What follows belongs to an exercise in optimizing a design on an open flow for a short achievable clock period and few clock cycles; a production flow would make more cautious choices.
RTL that was checked went through simulation tests only; none was proved equivalent to the original.
Power and IR drop assume default switching activity.

## the previous run
## xca
module xca (
  input  wire        clk,
  input  wire        rst,           
  output wire        ready,
  input  wire        csr_we,
  input  wire [3:0]  csr_addr,
  input  wire [15:0] csr_wdata,
  output reg         fb_re,
  output reg  [11:0] fb_addr,
  input  wire [7:0]  fb_rdata,
  output reg         rt_we,
  output reg  [6:0]  rt_idx,
  output reg  [58:0] rt_wdata,
  output wire [2:0]  status,
  output reg  [3:0]  err,
  output reg  [15:0] infoa,
  output reg  [15:0] infob,
  output reg  [11:0] len,
  output reg  [7:0]  acc,
  output reg  [11:0] plen,
  output reg  [1:0]  ttype,
  output wire [15:0] comp,
  output reg  [11:0] cmdlen,
  output reg  [6:0]  count
);
Size in the first run: ~6700 flip-flops, ~220 I/O pins.
clock: 6.5 ns
lec_check: 0
abc_clock_period_in_ps: 2300
cap_margin: 20
core_margin: 2
core_utilization: 60
cts_cluster_diameter: 80
cts_cluster_size: 30
setup_slack_margin: 4.2
slew_margin: 20
run.sh (not shown) runs the stock make flow with config.mk's settings and CLKGATE_MAP_FILE= SYNTH_SCRIPT=/design/flow/synth_recipe.tcl, a recipe that flattens the netlist after the stock synthesis.
Testbench counts of the previous run, summed over its fixed seeds: cycles 200,732.
The inputs of the current run differ from those of the previous run as listed below.
--- a/flow/design.v
+++ b/flow/design.v
@@ -214,18 +214,14 @@
   end
   wire [58:0] entry = {qs, rers, rops, qe, res, qva + {6'd0, qvb}, rvs, qc};
   localparam integer SD = 99;
   reg  [SD*59-1:0] stk;
   reg         pop_en;
   reg         shift_dn;     
   reg         wr_last;      
-  reg         wr_last2;     
-  reg         rq_we;
-  reg  [6:0]  rq_idx;
-  reg  [58:0] rq_wdata;
   reg  [6:0]  pop_idx;
   wire        fc_early = stx_bad | etx_bad;
   wire        fc_fail  = fc_early | ~(th_ok & tl_ok) | ~geq;
   wire        pop_go   = pop_en | (fin & m_dec & dz_pop & ~fc_fail);
   wire [6:0]  pop_cur  = pop_en ? pop_idx : nm1;
   always @(posedge clk) begin
     if (cv3)
@@ -311,16 +307,17 @@
   always @(posedge clk) begin
     v1    <= fb_re & ~stx_abort;
     last1 <= is_last;
     etx1  <= m_frame & (ap1 == lm2);
     trh1  <= m_frame & (ap1 == lm1);
     a1    <= fb_addr;
     fin   <= 1'b0;
-    fb_addr <= ready_r ? ((w_op == 4'h2) ? w_arg : 12'd0) : ap1;
+    rt_we <= 1'b0;
     if (fb_re) begin
+      fb_addr <= ap1;
       ap1     <= inc12(ap1);
       if (is_last | stx_abort) fb_re <= 1'b0;
     end
     if (v2) begin
       pos <= {pos[34:6], pos[35] | pos[5], pos[4:0], 1'b0};
       if (m_frame) begin
         if (!etx_seen) csum <= csum ^ d2;
@@ -381,28 +378,24 @@
         comp_p   <= dz_cp;
         comp_val <= dz_cv;
         cmdlen   <= dz_cl;
         count    <= dz_cnt;
         if (!dz_pop) ready_r <= 1'b1;
       end
     end
-    rq_idx   <= pop_cur;
-    rq_wdata <= shift_dn ? stk[117:59] : stk[58:0];
-    rq_we    <= pop_go;
-    rt_idx   <= rq_idx;
-    rt_wdata <= rq_wdata;
-    rt_we    <= rq_we;
+    rt_idx   <= pop_cur;
+    rt_wdata <= shift_dn ? stk[117:59] : stk[58:0];
     shift_dn <= pop_go;
     wr_last  <= pop_go & (pop_cur == 7'd0);
-    wr_last2 <= wr_last;
     if (pop_go) begin
+      rt_we    <= 1'b1;
       pop_idx  <= pop_cur - 7'd1;
       pop_en   <= (pop_cur != 7'd0);
     end
-    if (wr_last2) ready_r <= 1'b1;
+    if (wr_last) ready_r <= 1'b1;
     if (slow) begin
       slow    <= 1'b0;
       ready_r <= 1'b1;
       gotv    <= 1'b0;
       htype   <= 2'd0;
       infob   <= 16'd0;
       if (((wq[15:12] == 4'h4) | (wq[15:12] == 4'h5)) & ~|wq[11:0]) begin
@@ -415,14 +408,15 @@
       end else begin
         err   <= E_ILLEGAL;
         infoa <= wq;
       end
     end
     if (ready_r) begin
       wq       <= csr_wdata;
+      fb_addr  <= (w_op == 4'h2) ? w_arg : 12'd0;
       ap1      <= 12'd1;
       rend     <= (w_op == 4'h3) ? w_arg : leni;
       m_frame  <= (w_op == 4'h4) | (w_op == 4'h5);
       m_dec    <= w_op[0];
       m_axb    <= (w_op == 4'h2);
       m_single <= (w_op == 4'h2);
       csum     <= 8'd0;
@@ -447,17 +441,16 @@
     if (rst) begin
       ready_r  <= 1'b1;
       fb_re    <= 1'b0;
       v1       <= 1'b0;
       fin      <= 1'b0;
       slow     <= 1'b0;
       pop_en   <= 1'b0;
+      shift_dn <= 1'b0;
       wr_last  <= 1'b0;
-      wr_last2 <= 1'b0;
-      rq_we    <= 1'b0;
       rt_we    <= 1'b0;
       gotv     <= 1'b0;
       htype    <= 2'd0;
       err      <= 4'd0;
       infoa    <= 16'd0;
       infob    <= 16'd0;
       len      <= 12'd0;
[summary]
Share of synthesized area spent on multiplexers delta (the current run -> the previous run): insignificant
Of the previous run and the current run, the higher count of inserted antenna diode cells belongs to the previous run.
Going from the previous run to the current run, the fraction of the core area covered by cells at the end of the flow was found to have gone down by 0.30 points.
Non-filler instance count after layout came out lower on the current run than on the previous run.
Of the previous run and the current run, the lower routability congestion estimate belongs to the current run.
The current run reports a lower standby leakage power than the previous run does.
Changes observed in the current run relative to the previous run: synthesized netlist cell count decreased by 0.67% relative to the old numbers; synthesized flop and latch total has decreased; internal cell power fell by about 0.8%.
Cmp the previous run and the current run / cell depth of the worst flop-to-flop path / lower: the current run
Compared with the previous run, the current run shows a routed length on met1 that is 5900 um lower.
Delay of the slowest cell on the worst path: the current run higher than the previous run
Looking at the reports, the current run completed the entire flow and the layout it produced met the timing, design-rule and antenna checks.
The current run ends up with a worst setup slack that is 0.094 ns lower than in the previous run.
Testbench counts of the current run, summed over its fixed seeds: cycles 200,509.

---

Another version of the RTL of xca (not shown whole).
Size in the first run: ~15000 cells after synthesis, about 6600 flip-flops, roughly 220 I/O pins, about 270000 µm² of cells after synthesis.
clock: 6.5 ns
lec_check: 0
abc_clock_period_in_ps: 2300
cap_margin: 20
core_margin: 2
core_utilization: 60
cts_cluster_diameter: 80
cts_cluster_size: 30
setup_slack_margin: 4.2
slew_margin: 20
Testbench counts at the start, summed over its fixed seeds: cycles 200,999.
Rerun with:
--- a/flow/design.v
+++ b/flow/design.v
@@ -116,27 +116,27 @@
   reg         m_frame, m_dec, m_axb;
   reg         m_single;     
   reg  [11:0] ap1;          
   reg  [11:0] rend;         
   reg  [11:0] lm1, lm2;     
   wire        is_last = m_single | (ap1 == rend);
   always @(posedge clk) begin
     lm1 <= len - 12'd1;
     lm2 <= len - 12'd2;
   end
   reg         v1, last1, etx1, trh1;
   reg  [11:0] a1;
-  reg         v2, last2, etx2, trh2;
-  reg  [11:0] a2;
-  reg  [7:0]  d2;
+  wire        v2 = v1, last2 = last1, etx2 = etx1, trh2 = trh1;
+  wire [11:0] a2 = a1;
+  wire [7:0]  d2 = fb_rdata;
   wire       is_dig  = (d2 >= 8'h30) && (d2 <= 8'h39);
   wire       is_hup  = (d2 >= 8'h41) && (d2 <= 8'h46);
   wire       is_hlo  = (d2 >= 8'h61) && (d2 <= 8'h66);
   wire       is_hexu = is_dig | is_hup;
   wire       is_hex  = is_hexu | is_hlo;
   wire       is_sign = (d2 == 8'h2B) || (d2 == 8'h2D);
   wire [3:0] hv      = d2[6] ? (d2[3:0] + 4'd9) : d2[3:0];
   reg  [35:0] pos;
   wire [29:0] ring = pos[35:6];
   wire c_dig  = ring[0] | ring[1] | ring[2] | ring[5] | ring[6] | ring[7] | ring[8] |
                 ring[10] | ring[11] | ring[19] | ring[20] | ring[21];
   wire c_sign = ring[4] | ring[9];
@@ -293,30 +293,24 @@
         default: begin
           dz_err <= E_TYPE; dz_a <= {t1, t2}; dz_b <= {4'd0, p_r};
         end
       endcase
     end
   end
   always @(posedge clk) begin
     v1    <= fb_re & ~stx_abort;
     last1 <= is_last;
     etx1  <= m_frame & (ap1 == lm2);
     trh1  <= m_frame & (ap1 == lm1);
     a1    <= fb_addr;
-    v2    <= v1 & ~stx_abort;
-    last2 <= last1;
-    etx2  <= etx1;
-    trh2  <= trh1;
-    a2    <= a1;
-    d2    <= fb_rdata;
     fin   <= 1'b0;
     rt_we <= 1'b0;
     if (fb_re) begin
       fb_addr <= ap1;
       ap1     <= inc12(ap1);
       if (is_last | stx_abort) fb_re <= 1'b0;
     end
     if (v2) begin
       pos <= {pos[34:6], pos[35] | pos[5], pos[4:0], 1'b0};
       if (m_frame) begin
         if (!etx_seen) csum <= csum ^ d2;
         if (pos[0]) begin stx_b <= d2; stx_bad <= (d2 != 8'h02); end
@@ -417,25 +411,24 @@
         m_dec    <= w_op[0];
         m_axb    <= c_axb;
         csum     <= 8'd0;
         pos      <= 36'd1;
         etx_seen <= 1'b0;
         berr     <= 1'b0;
       end
     end
     if (rst) begin
       ready_r  <= 1'b1;
       fb_re    <= 1'b0;
       v1       <= 1'b0;
-      v2       <= 1'b0;
       fin      <= 1'b0;
       pop_en   <= 1'b0;
       shift_dn <= 1'b0;
       rt_we    <= 1'b0;
       gotv     <= 1'b0;
       htype    <= 2'd0;
       err      <= 4'd0;
       infoa    <= 16'd0;
       infob    <= 16'd0;
       len      <= 12'd0;
       acc      <= 8'd0;
       plen     <= 12'd0;
After rerunning:
- The changed run went through all stages and came out clean
- design area went down by 1.1%
- routed wire length shrinks by 2.4%
- global-route usage shrinks by 0.33 points
- clock power fell by about 3%
- setup slack gets better by 61 ps
For the second run of this note, only the layout was checked, not whether the RTL still works.

re-timing with driven ports:
The flow's constraints put no driver on any port. The routed layouts listed below were extracted and timed again, unchanged, in two steps. Step 1: set_driving_cell puts a clkbuf_16 on clk and a buf_2 on each other input, an assumption about the parent block. Step 2 also shifts input and output timing later by t, the mid clock arrival at the registers, as if the neighbouring blocks saw the same clock. Slacks: ideal / step 1 / step 2; pairs: ideal / step 1.
| run | shift t [ns] | slack for setup (ns) | hold WS [ns] |
|---|---|---|---|
| the previous run | 1.054 | 3.701 / 3.587 / 3.184 | 0.330 / 0.330 / 0.330 |
| the current run | 1.048 | 3.607 / 3.492 / 3.208 | 0.338 / 0.338 / 0.338 |
| the first run of note 2 | 1.057 | 3.594 / 3.483 / 2.991 | 0.325 / 0.325 / 0.325 |
| the second run of note 2 | 1.040 | 3.654 / 3.545 / 2.742 | 0.331 / 0.331 / 0.331 |
After both steps setup and hold are still met in every run listed. The setup slack of the second run of note 2, which loses most, moves by -0.109 ns with the drivers and by -0.912 ns with both steps.
